Source: an optimization exercise on an open RTL-to-GDS flow (aim: small area and few clock cycles). Production flows keep margins and buffers that such runs may drop.
Function was checked by simulation only, so behaviour that the tests miss may differ from the original.
Power and IR drop assume default switching activity.

[flow/standard.sh]
#!/bin/bash
# synth_recipe.tcl (not shown) runs the flow's synth.tcl, then flattens the netlist and writes it again
# the make line also repeats each setting of config.mk as NAME=value (left out here)
make -C /OpenROAD-flow-scripts/flow DESIGN_CONFIG=/design/flow/config.mk WORK_HOME=/design/flow/orfs CLKGATE_MAP_FILE= SYNTH_SCRIPT=/design/flow/synth_recipe.tcl "${@:-finish}"
[flow/flow/run.sh]
#!/bin/bash
# Layout: the standard flow (standard.sh, unchanged synthesis), with two
# changes to how the layout is made:
#  - each port gets a small buffer (buf_2) rather than the one buffer_ports
#    picks by default (a 10 um2 delay buffer);
#  - clock tree synthesis clusters up to 16 sinks per clkbuf_8 and does not
#    add dummy loads for balancing.
# Each tool's full output is in orfs/logs/... (per ORFS step) and standard.log.
set -euo pipefail
export BUFFER_PORTS_ARGS="-buffer_cell sky130_fd_sc_hd__buf_2"
export CTS_ARGS="-sink_clustering_enable -repair_clock_nets -buf_list sky130_fd_sc_hd__clkbuf_8 -sink_clustering_size 16 -sink_clustering_max_diameter 60 -dont_use_dummy_load"
bash standard.sh > standard.log 2>&1
[flow/design.v]
module snpe (
    input  wire        clk,
    input  wire        rst,
    input  wire        cmd_valid,
    output wire        cmd_ready,
    input  wire [7:0]  cmd_data,
    input  wire        cmd_last,
    output wire        rsp_valid,
    input  wire        rsp_ready,
    output wire [7:0]  rsp_data,
    output wire        rsp_last,
    input  wire [31:0] now,
    input  wire [15:0] rnd
);
    localparam N_SLOTS = 5;
    localparam [15:0] CK_INIT = 16'h1021;
    localparam [3:0] C_RESET = 4'd0,  C_INIT = 4'd1,  C_BYTE = 4'd2,  C_READ = 4'd3,
                     C_GEN   = 4'd4,  C_CHK  = 4'd5,  C_REQ  = 4'd6,  C_CCHK = 4'd7,
                     C_RD    = 4'd8,  C_CNT  = 4'd9,  C_ILL  = 4'd10, C_GENB = 4'd11,
                     C_CHKB  = 4'd12;
    localparam [3:0] K_OK1  = 4'd0,  K_EOP  = 4'd1,  K_EFMT = 4'd2,  K_ELEN = 4'd3,
                     K_CRC  = 4'd4,  K_REQH = 4'd5,  K_REQN = 4'd6,  K_CRCK = 4'd7,
                     K_EFUL = 4'd8,  K_EMIS = 4'd9,  K_CHKH = 4'd10, K_RD   = 4'd11,
                     K_CNT  = 4'd12, K_EIDX = 4'd13, K_REQU = 4'd14, K_CHKU = 4'd15;
    function [15:0] ck_step(input [15:0] a, input [7:0] b);
        ck_step = {a[14:0], a[15]} ^ {8'h00, b};
    endfunction
    reg [15:0] acc;
    reg [N_SLOTS-1:0] pv;
    reg [15:0] pchal [0:N_SLOTS-1];
    reg [15:0] piss  [0:N_SLOTS-1];
    reg [31:0] pt    [0:N_SLOTS-1];
    reg [N_SLOTS-1:0] zh;      
    reg        rsp;        
    reg        pl;         
    reg [8:0]  cnt;        
    reg [3:0]  cls;        
    reg [7:0]  kh, kl;     
    reg [15:0] tacc;       
    reg [2:0]  sidx;       
    reg        pend;       
    localparam [8:0] P0 = 9'h000, P1 = 9'h1FF, P2 = 9'h1FE, P3 = 9'h1FD;
    reg [8:0] cnt_dec;
    integer b;
    always @(*) begin : dec
        reg z;
        z = 1'b1;    
        for (b = 0; b < 9; b = b + 1) begin
            cnt_dec[b] = cnt[b] ^ z;
            z = z & ~cnt[b];
        end
    end
    assign cmd_ready = !rsp;
    wire cmd_fire = cmd_valid && !rsp;
    wire rsp_fire = rsp_valid && rsp_ready;
    wire [7:0] d  = cmd_data;
    wire first    = !pl && (cnt == P0);    
    wire undecided;
    integer i, j;
    function [N_SLOTS-1:0] to_log(input [N_SLOTS-1:0] v);
        integer a, c;
        begin
            to_log = {N_SLOTS{1'b0}};
            for (a = 0; a < N_SLOTS; a = a + 1)
                for (c = 0; c < N_SLOTS; c = c + 1)
                    if (zh[c] && v[(c + a) % N_SLOTS]) to_log[a] = 1'b1;
        end
    endfunction
    function [N_SLOTS-1:0] to_pos(input [2:0] s);
        integer a, c;
        begin
            to_pos = {N_SLOTS{1'b0}};
            for (a = 0; a < N_SLOTS; a = a + 1)
                for (c = 0; c < N_SLOTS; c = c + 1)
                    if (zh[c] && s == a) to_pos[(c + a) % N_SLOTS] = 1'b1;
        end
    endfunction
    wire [N_SLOTS-1:0] rsel = to_pos(sidx);
    wire [N_SLOTS-1:0] live;
    wire sv    = |(rsel & pv);             
    wire slive = |(rsel & live);           
    wire [7:0] tap [0:7];
    assign tap[0] = pv[0] ? pchal[0][15:8] : 8'h00;
    assign tap[1] = pv[1] ? pchal[1][7:0]  : 8'h00;
    assign tap[2] = pv[2] ? piss[2][15:8]  : 8'h00;
    assign tap[3] = pv[3] ? piss[3][7:0]   : 8'h00;
    assign tap[4] = pv[4] ? pt[4][31:24]   : 8'h00;
    assign tap[5] = pv[0] ? pt[0][23:16]   : 8'h00;
    assign tap[6] = pv[1] ? pt[1][15:8]    : 8'h00;
    assign tap[7] = pv[2] ? pt[2][7:0]     : 8'h00;
    function is_live(input v, input [31:0] t);
        reg [10:0] bw;       
        reg [9:0]  df;
        reg [21:0] q;
        reg        ok;
        integer    e;
        begin
            bw[0] = 1'b0;
            for (e = 0; e < 10; e = e + 1) begin
                df[e]   = now[e] ^ t[e] ^ bw[e];
                bw[e+1] = (~now[e] & t[e]) | (~(now[e] ^ t[e]) & bw[e]);
            end
            q  = t[31:10] ^ now[31:10];
            ok = (q[0] == bw[10]);
            for (e = 0; e < 21; e = e + 1)
                ok = ok & (q[e+1] == (t[10+e] & ~now[10+e]));
            is_live = v && ok && !(&df[9:5] && (df[4] || df[3]));
        end
    endfunction
    reg  lv1, lv2, lv4;
    wire live0 = is_live(pv[0], pt[0]);
    wire live3 = is_live(pv[3], pt[3]);
    assign live = {lv4, live3, lv2, lv1, live0};
    always @(posedge clk) begin
        lv1 <= live0;
        lv2 <= lv1;
        lv4 <= live3;
    end
    wire        by_chal = (cls[2:0] == 3'b110);    
    wire [15:0] vop     = rsp ? {kh, kl} : {kh, d};
    reg  [N_SLOTS-1:0] cmp;
    reg  cf1, cf3;
    always @(*) begin
        cmp = {N_SLOTS{1'b0}};
        for (i = 0; i < N_SLOTS; i = i + 2)
            cmp[i] = ((by_chal ? pchal[i] : piss[i]) == vop);
    end
    always @(posedge clk) begin
        cf1 <= cmp[0];
        cf3 <= cmp[2];
    end
    wire [N_SLOTS-1:0] key_m = live & {cmp[4], cf3, cmp[2], cf1, cmp[0]};
    wire               hit   = |key_m;
    function [2:0] lowest(input [N_SLOTS-1:0] m);
        integer a;
        begin
            lowest = 3'd0;
            for (a = N_SLOTS - 1; a >= 0; a = a - 1)
                if (m[a]) lowest = a[2:0];
        end
    endfunction
    wire [N_SLOTS-1:0] free_l = to_log(~live);
    wire [2:0] hit_idx  = lowest(to_log(key_m));
    wire [2:0] free_idx = lowest(free_l);
    wire [2:0] live_cnt = {2'd0, live[0]} + {2'd0, live[1]} + {2'd0, live[2]} +
                          {2'd0, live[3]} + {2'd0, live[4]};
    reg [3:0] op_cls;
    always @(*) begin
        case (d)
            8'h00: op_cls = C_RESET;
            8'h10: op_cls = C_INIT;
            8'h11: op_cls = C_BYTE;
            8'h12: op_cls = C_READ;
            8'h13: op_cls = C_GEN;
            8'h14: op_cls = C_CHK;
            8'h30: op_cls = C_REQ;
            8'h31: op_cls = C_CCHK;
            8'h32: op_cls = C_RD;
            8'h33: op_cls = C_CNT;
            default: op_cls = C_ILL;
        endcase
    end
    wire [3:0]  c      = first ? op_cls : cls;
    wire        byte_op = !pl && (c == C_BYTE);
    wire [15:0] src     = pl ? tacc : (byte_op ? acc : CK_INIT);
    wire [15:0] step    = ck_step(src, d);
    wire        big_n   = (|d[7:5]) || (&d[4:1]);             
    reg [3:0]  kind;
    reg        wr_slot, acc_init, acc_step, clr_slots;
    reg [2:0]  kidx;
    always @(*) begin
        kind = K_EFMT;
        wr_slot = 1'b0; acc_init = 1'b0; acc_step = 1'b0; clr_slots = 1'b0;
        kidx = 3'd0;
        if (pl) begin
            if (cnt == 9'd1) begin
                if (cls == C_GENB || cls == C_CHKB) begin
                    kind = K_ELEN;
                end else begin
                    acc_step = 1'b1;
                    kind = (cls == C_CHK) ? K_CRCK : K_CRC;
                end
            end
        end else begin
            case (c)
                C_RESET: if (cnt == P0) begin kind = K_OK1; acc_init = 1'b1; clr_slots = 1'b1; end
                C_INIT:  if (cnt == P0) begin kind = K_OK1; acc_init = 1'b1; end
                C_READ:  if (cnt == P0) kind = K_CRC;
                C_CNT:   if (cnt == P0) kind = K_CNT;
                C_BYTE:  if (cnt == P1) begin kind = K_OK1; acc_step = 1'b1; end
                C_RD:    if (cnt == P1) begin
                             kind = (!(|d[7:3]) && !(d[2] && |d[1:0])) ? K_RD : K_EIDX;    
                             kidx = d[2:0];
                         end
                C_REQ:   if (cnt == P2) begin
                             kind = K_REQU; kidx = free_idx; wr_slot = |free_l;
                         end
                C_CCHK:  if (cnt == P2) kind = K_CHKU;
                C_GEN:   if (cnt == P1 && d == 8'd0) begin kind = K_CRC; acc_step = 1'b1; end
                C_CHK:   if (cnt == P3 && d == 8'd0) begin
                             acc_step = 1'b1;
                             kind = K_CRCK;
                         end
                C_ILL:   kind = K_EOP;
                default: ;
            endcase
        end
    end
    wire done = cmd_fire && cmd_last;
    always @(posedge clk) begin
        if (rst) begin
            rsp <= 1'b0;
            pl  <= 1'b0;
            cnt <= P0;
        end else if (rsp) begin
            if (rsp_fire) begin
                if (rsp_last) rsp <= 1'b0;
                else          cnt <= cnt_dec;
            end
            if (undecided) begin
                if (hit) begin
                    cls  <= (cls == K_REQU) ? K_REQH : K_CHKH;
                    sidx <= hit_idx;
                end else if (cls == K_REQU && pend) begin
                    cls  <= K_REQN;
                end else begin
                    cls  <= (cls == K_REQU) ? K_EFUL : K_EMIS;
                    cnt  <= P0;
                end
            end
        end else if (cmd_fire) begin
            if (cmd_last) begin
                rsp  <= 1'b1;
                pl   <= 1'b0;
                cnt  <= {5'd0, rlen_m1(kind)};
                cls  <= kind;
                sidx <= kidx;
            end else begin
                cnt <= cnt_dec;
                if (first) cls <= op_cls;
                if (pl) begin
                    tacc <= step;
                end else begin
                    if (cnt == P1) kh <= d;
                    if ((c == C_GEN && cnt == P1) || (c == C_CHK && cnt == P3)) begin
                        pl   <= 1'b1;
                        cnt  <= {1'b0, d};
                        tacc <= step;
                        if (big_n) cls <= (c == C_GEN) ? C_GENB : C_CHKB;
                    end
                end
            end
            if (!pl && cnt == P2) kl <= d;
        end
    end
    wire wr_now = pend && rsel[4] && !(cls == K_REQU && hit);
    always @(posedge clk) begin
        if (rst) begin
            acc  <= CK_INIT;
            pend <= 1'b0;
            zh   <= 5'b00001;
        end else begin
            zh <= {zh[3:0], zh[4]};
            if (done) begin
                if (acc_init) acc <= CK_INIT;
                if (acc_step) acc <= step;
                if (wr_slot)  pend <= 1'b1;
            end
            if (wr_now || (undecided && hit)) pend <= 1'b0;
        end
    end
    always @(posedge clk) begin
        if (rst || (done && clr_slots))
            pv <= {N_SLOTS{1'b0}};
        else
            pv <= {pv[3:0], pv[4] | wr_now};
    end
    integer k;
    always @(posedge clk) begin
        for (k = 1; k < N_SLOTS; k = k + 1) begin
            pchal[k] <= pchal[k-1];
            piss[k]  <= piss[k-1];
            pt[k]    <= pt[k-1];
        end
        if (wr_now) begin
            pchal[0] <= {kh, kl};
            piss[0]  <= rnd;
            pt[0]    <= now;
        end else begin
            pchal[0] <= pchal[N_SLOTS-1];
            piss[0]  <= piss[N_SLOTS-1];
            pt[0]    <= pt[N_SLOTS-1];
        end
    end
    function [3:0] rlen_m1(input [3:0] kd);
        case (kd)
            K_CRC, K_CRCK:  rlen_m1 = 4'd2;
            K_REQH, K_REQN, K_REQU: rlen_m1 = 4'd4;
            K_CHKH, K_CNT, K_CHKU:  rlen_m1 = 4'd1;
            K_RD:           rlen_m1 = 4'd10;
            default:        rlen_m1 = 4'd0;
        endcase
    endfunction
    wire [3:0] r = cnt[3:0];
    assign undecided = rsp && (cls == K_REQU || cls == K_CHKU);
    assign rsp_last = (r == 4'd0) || (undecided && !hit && !(cls == K_REQU && pend));
    function       sbyte(input [3:0] kd, input [3:0] rr);
        sbyte = (kd == K_RD && rr <= 4'd7) || (kd == K_REQH && (rr == 4'd2 || rr == 4'd1));
    endfunction
    function [2:0] sfield(input [3:0] kd, input [3:0] rr);
        sfield = (kd == K_RD) ? 3'd7 - rr[2:0] : 3'd4 - rr[2:0];
    endfunction
    reg  [7:0] sb;
    reg        sbok;       
    wire       r_sb   = sbyte(cls, r);
    wire       moving = rsp_fire;
    wire [3:0] rn     = moving ? r - 4'd1 : r;       
    wire       need   = moving ? sbyte(cls, rn) : (r_sb && !sbok);
    wire [2:0] lf     = sfield(cls, rn);
    reg        at_tap;
    always @(*) begin
        case (lf)
            3'd0, 3'd5: at_tap = rsel[0];
            3'd1, 3'd6: at_tap = rsel[1];
            3'd2, 3'd7: at_tap = rsel[2];
            3'd3:       at_tap = rsel[3];
            default:    at_tap = rsel[4];
        endcase
    end
    always @(posedge clk) begin
        if (!rsp || moving) sbok <= 1'b0;
        if (rsp && need && at_tap) begin
            sb   <= tap[lf];
            sbok <= 1'b1;
        end
    end
    assign rsp_valid = rsp && (!r_sb || sbok);
    reg [7:0] rdata;
    assign rsp_data = rdata;
    always @(*) begin
        rdata = 8'h00;
        case (cls)
            K_EOP, K_EFMT, K_ELEN, K_EFUL, K_EMIS, K_EIDX:
                rdata = {4'd0, cls};
            K_CRC, K_CRCK:
                case (r)
                    4'd2:    rdata = (cls == K_CRCK && acc != {kh, kl}) ? 8'h07 : 8'h00;
                    4'd1:    rdata = acc[15:8];
                    default: rdata = acc[7:0];
                endcase
            K_REQH:
                case (r)
                    4'd2, 4'd1: rdata = sb;
                    4'd0:    rdata = {5'd0, sidx};
                    default: rdata = 8'h00;
                endcase
            K_REQN:
                case (r)
                    4'd3:    rdata = 8'h01;
                    4'd2:    rdata = rnd[15:8];
                    4'd1:    rdata = rnd[7:0];
                    4'd0:    rdata = {5'd0, sidx};
                    default: rdata = 8'h00;
                endcase
            K_CHKH: rdata = (r == 4'd0) ? {5'd0, sidx} : 8'h00;
            K_REQU: rdata = (hit || pend) ? 8'h00 : 8'h08;
            K_CHKU: rdata = hit ? 8'h00 : 8'h09;
            K_CNT:  rdata = (r == 4'd0) ? {5'd0, live_cnt} : 8'h00;
            K_RD:
                case (r)
                    4'd10: rdata = 8'h00;
                    4'd9:  rdata = {7'd0, sv};
                    4'd8:  rdata = {7'd0, slive};
                    default: rdata = sb;
                endcase
            default: rdata = 8'h00;
        endcase
    end
endmodule
[flow/constraint.sdc]
create_clock -name core_clock -period 10.0 [get_ports {clk}]
set_input_delay 2.0000 -clock core_clock [delete_from_list [all_inputs] [get_ports {clk}]]
set_output_delay 2.0000 -clock core_clock [all_outputs]
set_load 0.01 [all_outputs]
[flow/config.mk]
export PLATFORM = sky130hd
export DESIGN_NAME = snpe
export DESIGN_NICKNAME = snpe
export VERILOG_FILES = /design/flow/design.v
export SDC_FILE = /design/flow/constraint.sdc
export NUM_CORES = 4
export LEC_CHECK = 0
export CAP_MARGIN = 20
export CORE_MARGIN = 2
export CORE_UTILIZATION = 60
export SLEW_MARGIN = 20
==> metrics.yaml, run 1 <==
clocking:
  cts.clk_slew.worst_paths_ps: 90
  cts_root_buf: "clkbuf_8"
  cts_tree: "done"
  cts_sinks: 411
  cts_hold_buf: 0
  cts_buffers: 34
  cts_htree_levels: 2
  clock_path_buffers: 3
  clk_latency_ps: 560
sta:
  slew_violations: 0
  rsz0062_at_grt: "true"
  finalCritPeriodShare: 0.973
  final.min_clock_period_ps: 9730
  hold_viol_final: 0
  clock_skew_ps: 82.1
  tightest_slew_ps: 1100
  clock.fmax_mhz: 103
  finalSetupViolCount: 0
  slew_headroom: 0.267
setup_path:
  crit_type: "input pin to output pin"
  critPathArrivalTime_ps: 7730
  r2r_start: "pt[3][1]"
  crit_fanout: 4
  crit_family: "adder cells"
  crit_slowest_cell: "fa_1"
  cp_slowest_stage_delay_ps: 400
  path_buf_inv: 9
  cpMostUsedCell: "fa_2"
  start_kind: "input pin"
  required_ps: 8000
  critPathLaunch: "now[1]"
  cp-end-kind: "output pin"
synthesis:
  synth_simple_gate_area_share: 0.104
  seq_area_frac_synth: 0.515
  synth_ff_type: "dfxtp_1"
  synth_nets: 1696
  syn_area_sq_um: 16900
  synth_compound_area_frac: 0.135
  synthMuxAreaShare: 0.0772
  synth_top_family_by_area: "compound AO/OA/AOI/OAI gates"
  synth.distinct_cells: 89
  synth_seq_cells: 411
  synthAdderAreaFrac: 0.0662
  synth.avg_cell_area_sq_um: 10.9
  synth-edff-count: 47
  synthXorXnorAreaFrac: 0.0601
  syn_inst: 1556
  ys_warn_count: 4
  synthArstFlopShare: 0
global_route:
  gr-total-overflow: 0
  grt_use_total: 0.305
  antenna_found_initial: 0
  grt_pass1_vias: 11500
  grt_pass1_wl_microns: 67200
  grt_max_degree: 70
final_layout:
  multi_input_area_sq_um: 7580
  fin_nets: 1735
  final_area_sq_um: 18000
  post-route-util: 0.648
  syn2layout_area_growth_pct: 6.43
  drive_above_1_share: 0.137
  fillers: 2254
  antenna_cells: 0
  seq_area_sq_um: 8700
  final_cells: 1971
floorplan:
  io_pins: 72
  dieHeight_microns: 172
  core_area_sq_um: 27800
  die_area_sq_um: 29500
  die_w_microns: 172
  std_cell_rows: 61
  initial_utilization: 0.608
placement:
  dp.final_hpwl_microns: 33800
  gp_congestion: 0.966
  io_buffer_count: 71
  placed_area_sq_um: 17400
  dpl.cell_count: 1936
pwr:
  p_total_mw: 2.82
  p_leak_nw: 7.05
  power_density_nw_per_um2: 157
  peakVddDrop_mv: 0.140
hold_path:
  hold_path.class: "register to register"
  hp-start: "pt[3][2]"
route:
  drtIter0Drc: 1220
  via_count: 12000
  dr.pass1.iters: 6
  wl_microns: 45000
  drtAntennaViolNets: 0
  drc: 0
  avgViaCountPerCell: 6.08
  wire_per_inst_microns: 22.8
run_status:
  outcome: "timing/DRC/antenna clean"
flow_run:
  max-cap-violations: 0
[state kept, by name, indices dropped and copies added, names as in the netlist, 3 cells and up]
| register | flops |
|---|---|
| acc | 16 |
| cls | 4 |
| cnt | 9 |
| kh | 8 |
| kl | 8 |
| pchal | 80 |
| piss | 80 |
| pt | 160 |
| pv | 5 |
| sb | 8 |
| sidx | 3 |
| tacc | 16 |
| zh | 5 |
[synth_stat cells (all sizes together) (11+ instances only)]
| master | instances | share of area |
|---|---|---|
| inv | 94 | 0.021 |
| nor2b | 17 | 0.0063 |
| nand3 | 32 | 0.0095 |
| dfxtp | 364 | 0.43 |
| o21ai | 58 | 0.017 |
| a221oi | 20 | 0.010 |
| nor3 | 28 | 0.010 |
| ha | 63 | 0.047 |
| nor4 | 21 | 0.0078 |
| a211oi | 12 | 0.0053 |
| edfxtp | 47 | 0.083 |
| clkbuf | 43 | 0.0095 |
| xor2 | 47 | 0.024 |
| o221ai | 11 | 0.0057 |
| nor2 | 73 | 0.016 |
| mux2 | 64 | 0.043 |
| a21oi | 51 | 0.015 |
| nand4 | 18 | 0.0067 |
| nand2b | 12 | 0.0044 |
| fa | 16 | 0.019 |
| mux2i | 55 | 0.033 |
| xnor2 | 69 | 0.036 |
| buf | 31 | 0.012 |
| a22oi | 38 | 0.017 |
| o22ai | 12 | 0.0044 |
| a22o | 32 | 0.017 |
| nand2 | 88 | 0.020 |
[placed cells by master (no fill, tap or decap), types with 6 or more instances in the layout]
cell,Yosys,layout
nor2_1,73,72
mux2i_1,55,55
inv_1,94,88
o221ai_1,11,11
buf_2,17,70
dfxtp_1,364,364
o22ai_1,12,12
nand2b_1,12,12
a211oi_1,12,12
nor3_1,24,23
clkbuf_8,0,34
o21a_1,6,6
nor2b_1,17,17
a31oi_1,7,7
fa_2,0,8
and3_1,7,7
nand2_1,88,87
o21ai_1,3,6
nand3_1,32,31
a21oi_1,50,49
xor2_1,47,47
a221o_1,6,6
nor4_1,21,20
mux2_2,61,61
o31ai_1,7,7
xnor2_1,69,69
nand4_1,18,18
a221oi_1,20,19
buf_4,3,6
a22o_1,32,32
and2_1,10,10
fa_1,16,8
o211ai_1,9,9
ha_1,63,61
a22oi_1,38,38
edfxtp_1,47,47
o21ai_0,54,50
[stage by stage]
step / setup TNS, ps / setup slack [ps] / hold WS, ps
5_1_grt: -29.5 / -21.3 / 316
6_report: 0 / 274 / 310
3_3_place_gp: 0 / 147 / 310
3_5_place_dp: 0 / 26.5 / 312
4_1_cts: 0 / 15.1 / 313
2_1_floorplan: 0 / 622 / 310
[layout make-up]
type,count,share of cell area
Clock buffer,34,0.0260
Tap cell,378,0.0263
Multi-Input combinational cell,976,0.421
Sequential cell,411,0.483
Inverter,95,0.0200
Timing Repair Buffer,77,0.0228
[cells by family after synthesis]
group                    count (synthesis)
AND/OR/NAND/NOR                        340
adder cells (fa/ha/maj)                 80
AO/OA/AOI/OAI                          320
buffers and inverters                  169
flip-flops                             411
XOR/XNOR                               116
multiplexers                           120
[routing by layer]
metal / GRT usage / share of wire / vias up / wire length, microns
li1: - / - / 5633 / -
met1: 0.411 / 0.44 / 5801 / 19700
met2: 0.507 / 0.47 / 461 / 21100
met3: 0.0391 / 0.058 / 93 / 2620
met4: 0.106 / 0.035 / 0 / 1560
met5: 0 / 0 / - / 0
[path summary, 6_finish.rpt]
kind / depth (start not counted) / slack, ps / to
min: 0 / 310 / pt[4][2]
max: 33 / 270 / rsp_data[1]
max reg2reg: 24 / 3400 / pt[0][2]
min reg2reg: 0 / 310 / pt[4][2]
[worst register-to-register path: stages (launching register included)]
cell,delay (ps)
dfxtp_1,340
ha_1,280
nand2_1,50
nor2_1,100
o21ai_0,90
nand2b_1,100
fa_1,170
inv_1,50
fa_1,350
inv_1,80
fa_1,170
inv_1,50
fa_1,380
fa_1,390
fa_1,380
fa_1,490
nand4_1,90
nor3_1,210
nor4_1,90
nand3_1,170
nor2_1,130
nor3b_1,190
nor3b_2,630
o311a_4,980
mux2_2,460
[report_power, final]
| part | switching (mW) | total, mW | internal, mW | leakage (nW) |
|---|---|---|---|---|
| Sequential | 0.0217 | 1.69 | 1.67 | 3.38 |
| Clock | 0.491 | 0.797 | 0.306 | 0.244 |
| Combinational | 0.210 | 0.329 | 0.119 | 3.42 |
[timing repair]
action	in CTS	in global routing
setup endpoints to repair	1	3
pin swaps	0	17
resized for setup	1	29
buffers inserted	0	1
Testbench counts, summed over its fixed seeds: cycles 39,979.
==> run 2: changes to the inputs <==
==> flow/flow/run.sh (replaced) <==
#!/bin/bash
# Layout: the standard flow (standard.sh, unchanged synthesis), with two
# changes to how the layout is made:
#  - each port gets a small buffer (buf_1) rather than the one buffer_ports
#    picks by default (a 10 um2 delay buffer);
#  - clock tree synthesis clusters up to 10 sinks per clkbuf_4 and does not
#    add dummy loads for balancing.
# Each tool's full output is in orfs/logs/... (per ORFS step) and standard.log.
set -euo pipefail
export BUFFER_PORTS_ARGS="-buffer_cell sky130_fd_sc_hd__buf_1"
export CTS_ARGS="-sink_clustering_enable -repair_clock_nets -buf_list sky130_fd_sc_hd__clkbuf_4 -sink_clustering_size 10 -sink_clustering_max_diameter 50 -dont_use_dummy_load"
bash standard.sh > standard.log 2>&1
==> run 2 against run 1 <==
  * Largest power group unchanged
  * Utilization decreased by 0.46 points
  * Sequential share of layout area increased by 0.35 points
  * Non-clock buffer count increased by 10
  * Flip-flop and latch count unchanged
  * Maximum frequency decreased by 0.31%
  * Combinational power decreased by 1%
  * Hold slack improved by 12 ps
  * Still clean
  * Clock skew increased by 4.9 ps
==> metrics.yaml, run 2 <==
run_status:
  outcome: "timing/DRC/antenna clean"
pwr:
  p_leak_nw: 6.87  # -2.5%
  power_density_nw_per_um2: 153  # -2.4%
  peakVddDrop_mv: 0.134  # -4.2%
final_layout:
  syn2layout_area_growth_pct: 5.68
  fin_nets: 1759  # +1.4%
  top_register: "pt"
  fillers: 2278  # +1.1%
  final_cell_mix: "dfxtp_1, inv_1, nand2_1"
  post-route-util: 0.643  # -0.00459
  drive_above_1_share: 0.106  # -0.0311
  final_common_cell: "dfxtp_1"
  top_regs: "pt (160), pchal (80), piss (80)"
  final_area_sq_um: 17900  # -0.71%
  largest_reg_flops: 160  # unchanged
setup_path:
  critPathArrivalTime_ps: 7760  # +30 ps
  cp-end-kind: "output pin"
  required_ps: 8000  # about the same
  cpMostUsedCell: "fa_2"
  crit_type: "input pin to output pin"
  crit_fanout: 2  # -2
  start_kind: "input pin"
  crit_slowest_cell: "fa_1"
  cp_slowest_stage_delay_ps: 400  # about the same
global_route:
  grt_use_total: 0.305  # about the same
  grt_pass1_vias: 11700  # +1.6%
  grt_pass1_wl_microns: 67800  # +0.86%
  antenna_found_initial: 1  # +1
  gr-total-overflow: 0  # unchanged
  grt_max_degree: 70  # unchanged
flow_run:
  max-cap-violations: 0  # unchanged
route:
  wire_per_inst_microns: 22.5  # -1.5%
  drtIter0Drc: 1051  # -14%
  via_count: 12200  # +2.1%
  drc: 0  # unchanged
  wl_microns: 44900  # -0.18%
  avgViaCountPerCell: 6.13  # +0.73%
  dr.pass1.iters: 5  # -1
  drtAntennaViolNets: 0  # unchanged
synthesis:
  synth_simple_gate_area_share: 0.104  # unchanged
  synth_compound_area_frac: 0.135  # unchanged
  netlist_top_cells_count: "dfxtp_1, inv_1, nand2_1, nor2_1, xnor2_1"
  synth.avg_cell_area_sq_um: 10.9  # unchanged
  synth_top_family_by_area: "compound AO/OA/AOI/OAI gates"
  ys_top_cells_by_area: "dfxtp_1, edfxtp_1, ha_1"
  synthAdderAreaFrac: 0.0662  # unchanged
  seq_area_frac_synth: 0.515  # unchanged
  synthMuxAreaShare: 0.0772  # unchanged
  syn_area_sq_um: 16900  # unchanged
  synth-edff-count: 47  # unchanged
  ys_warn_count: 4  # unchanged
  syn_inst: 1556  # unchanged
  synthXorXnorAreaFrac: 0.0601  # unchanged
  synth_nets: 1696  # unchanged
  synth_ff_type: "dfxtp_1"
  synth_seq_cells: 411  # unchanged
  synthArstFlopShare: 0  # unchanged
  synth_top_area_share: 0.431  # unchanged
  synth_most_common_cell: "dfxtp_1"
  synth.distinct_cells: 89  # unchanged
  synth_area_leader_cell: "dfxtp_1"
sta:
  fin_setup_tns_ps: 0  # unchanged
  finalSetupViolCount: 0  # unchanged
  slew_violations: 0  # unchanged
  final.min_clock_period_ps: 9760  # +30.2 ps
  clock_skew_ps: 86.9  # +4.87 ps
  finalCritPeriodShare: 0.976  # +0.00302
  hold_ws_ps: 322  # +12.5 ps
  slew_headroom: 0.237  # -0.0300
  rsz0062_at_grt: "false"
  clock.fmax_mhz: 102  # -0.31%
  hold_viol_final: 0  # unchanged
  tightest_slew_ps: 1130  # +34.5 ps
placement:
  placed_area_sq_um: 17400  # -0.12%
  dp.final_hpwl_microns: 33700  # -0.29%
  io_buffer_count: 71  # unchanged
  gp_congestion: 0.956  # -1.0%
clocking:
  cts_buffers: 48  # +41%
  cts_htree_levels: 2  # unchanged
  clock_path_buffers: 3  # unchanged
  cts_tree: "done"
  cts_hold_buf: 0  # unchanged
  cts.clk_slew.worst_paths_ps: 90  # about the same
  clk_latency_ps: 710  # +150 ps
  cts_sinks: 411  # unchanged
  cts_root_buf: "clkbuf_4"
floorplan:
  die_w_microns: 172  # unchanged
  die_area_sq_um: 29500  # unchanged
  dieHeight_microns: 172  # unchanged
  std_cell_rows: 61  # unchanged
  initial_utilization: 0.608  # unchanged
  io_pins: 72  # unchanged
  core_area_sq_um: 27800  # unchanged
hold_path:
  hold_path.class: "register to register"
[run 2: cell counts after synthesis]
Identical to the previous run, type by type.
[run 2: power breakdown]
part,total (mW),switching [mW],internal [mW]
Clock,0.713,0.492,0.221
Sequential,1.69,0.0216,1.67
Combinational,0.325,0.209,0.116
[run 2: cells by family after synthesis]
kind of cell / after synthesis
AO/OA/AOI/OAI: 320
XOR/XNOR: 116
adder cells (fa/ha/maj): 80
buffers and inverters: 169
flip-flops: 411
multiplexers: 120
AND/OR/NAND/NOR: 340
[run 2: worst paths after layout]
path / startpoint / endpoint / slack (ps) / cells past startpoint
worst max-delay path: now[1] / rsp_data[2] / 240 / 32
worst max register to register: pt[3][1] / piss[0][0] / 3520 / 24
worst min register to register: pt[1][0] / pt[2][0] / 320 / 0
worst min-delay path: pt[1][0] / pt[2][0] / 320 / 0
[run 2: layout make-up]
cell class / count / area, sq um / share of cell area
Antenna cell: 2 / 5.00 / 0.000280
Sequential cell: 411 / 8700 / 0.487
Tap cell: 378 / 473 / 0.0265
Multi-Input combinational cell: 976 / 7570 / 0.424
Clock buffer: 48 / 360 / 0.0202
Timing Repair Buffer: 87 / 395 / 0.0221
Inverter: 95 / 357 / 0.0200
[run 2: per-stage QoR]
| stage | total power, mW | setup WS (ps) | cells |
|---|---|---|---|
| finish | 2.73 | 243 | 1997 |
| global route | 2.84 | 7.85 | 1997 |
| CTS | 2.74 | 65.9 | 1993 |
| detailed placement | 2.05 | 84.2 | 1945 |
| global placement | 2.04 | 144 | 1945 |
| floorplan | 1.95 | 622 | 1556 |
[run 2: routing by layer]
layer | share of wire | vias to the layer above | global-route usage
li1 | - | 5707 | -
met1 | 0.43 | 5921 | 0.410
met2 | 0.47 | 501 | 0.500
met3 | 0.061 | 106 | 0.0410
met4 | 0.038 | 0 | 0.118
met5 | 0 | - | 0
[run 2: critical path, delay by kind of cell]
family / cells / cell delay, ps
buf+inv: 9 / 710
fa+ha+maj: 11 / 3180
compound gates: 5 / 830
xor+xnor: 1 / 140
simple gates: 6 / 880
[run 2: repair_timing]
item	4_1_cts	5_1_grt
buffers inserted	0	2
endpoints found under the setup margin	0	3
resized for setup	0	29

## re-timing with driven ports
No port has a modelled driver above. Below, the same layouts with a new extraction and two added sets of constraints. Step 1: set_driving_cell puts a clkbuf_16 on clk and a buf_2 on each other input, an assumption about the parent block. Step 2, shift: input delay + t, output delay - t, t = (earliest + latest rising clock arrival at the registers) / 2. This alone moves slack from input paths to output paths. a / b / c = ideal / step 1 / step 2; a / b = the first two.
run	t (ns)	slack for setup (ns)	clock arrival spread, ns	worst register clock-pin slew, ns	worst data-port slew with drivers (ns)
run 1	0.573	0.274 / 0.223 / 0.223	0.082 / 0.082	0.10 / 0.10	0.05
run 2	0.714	0.243 / 0.206 / 0.206	0.087 / 0.087	0.12 / 0.12	0.04
After both steps every run listed still meets setup and hold. For run 1, which loses most, drivers alone change the setup slack by -0.051 ns; drivers and shift together by -0.051 ns.
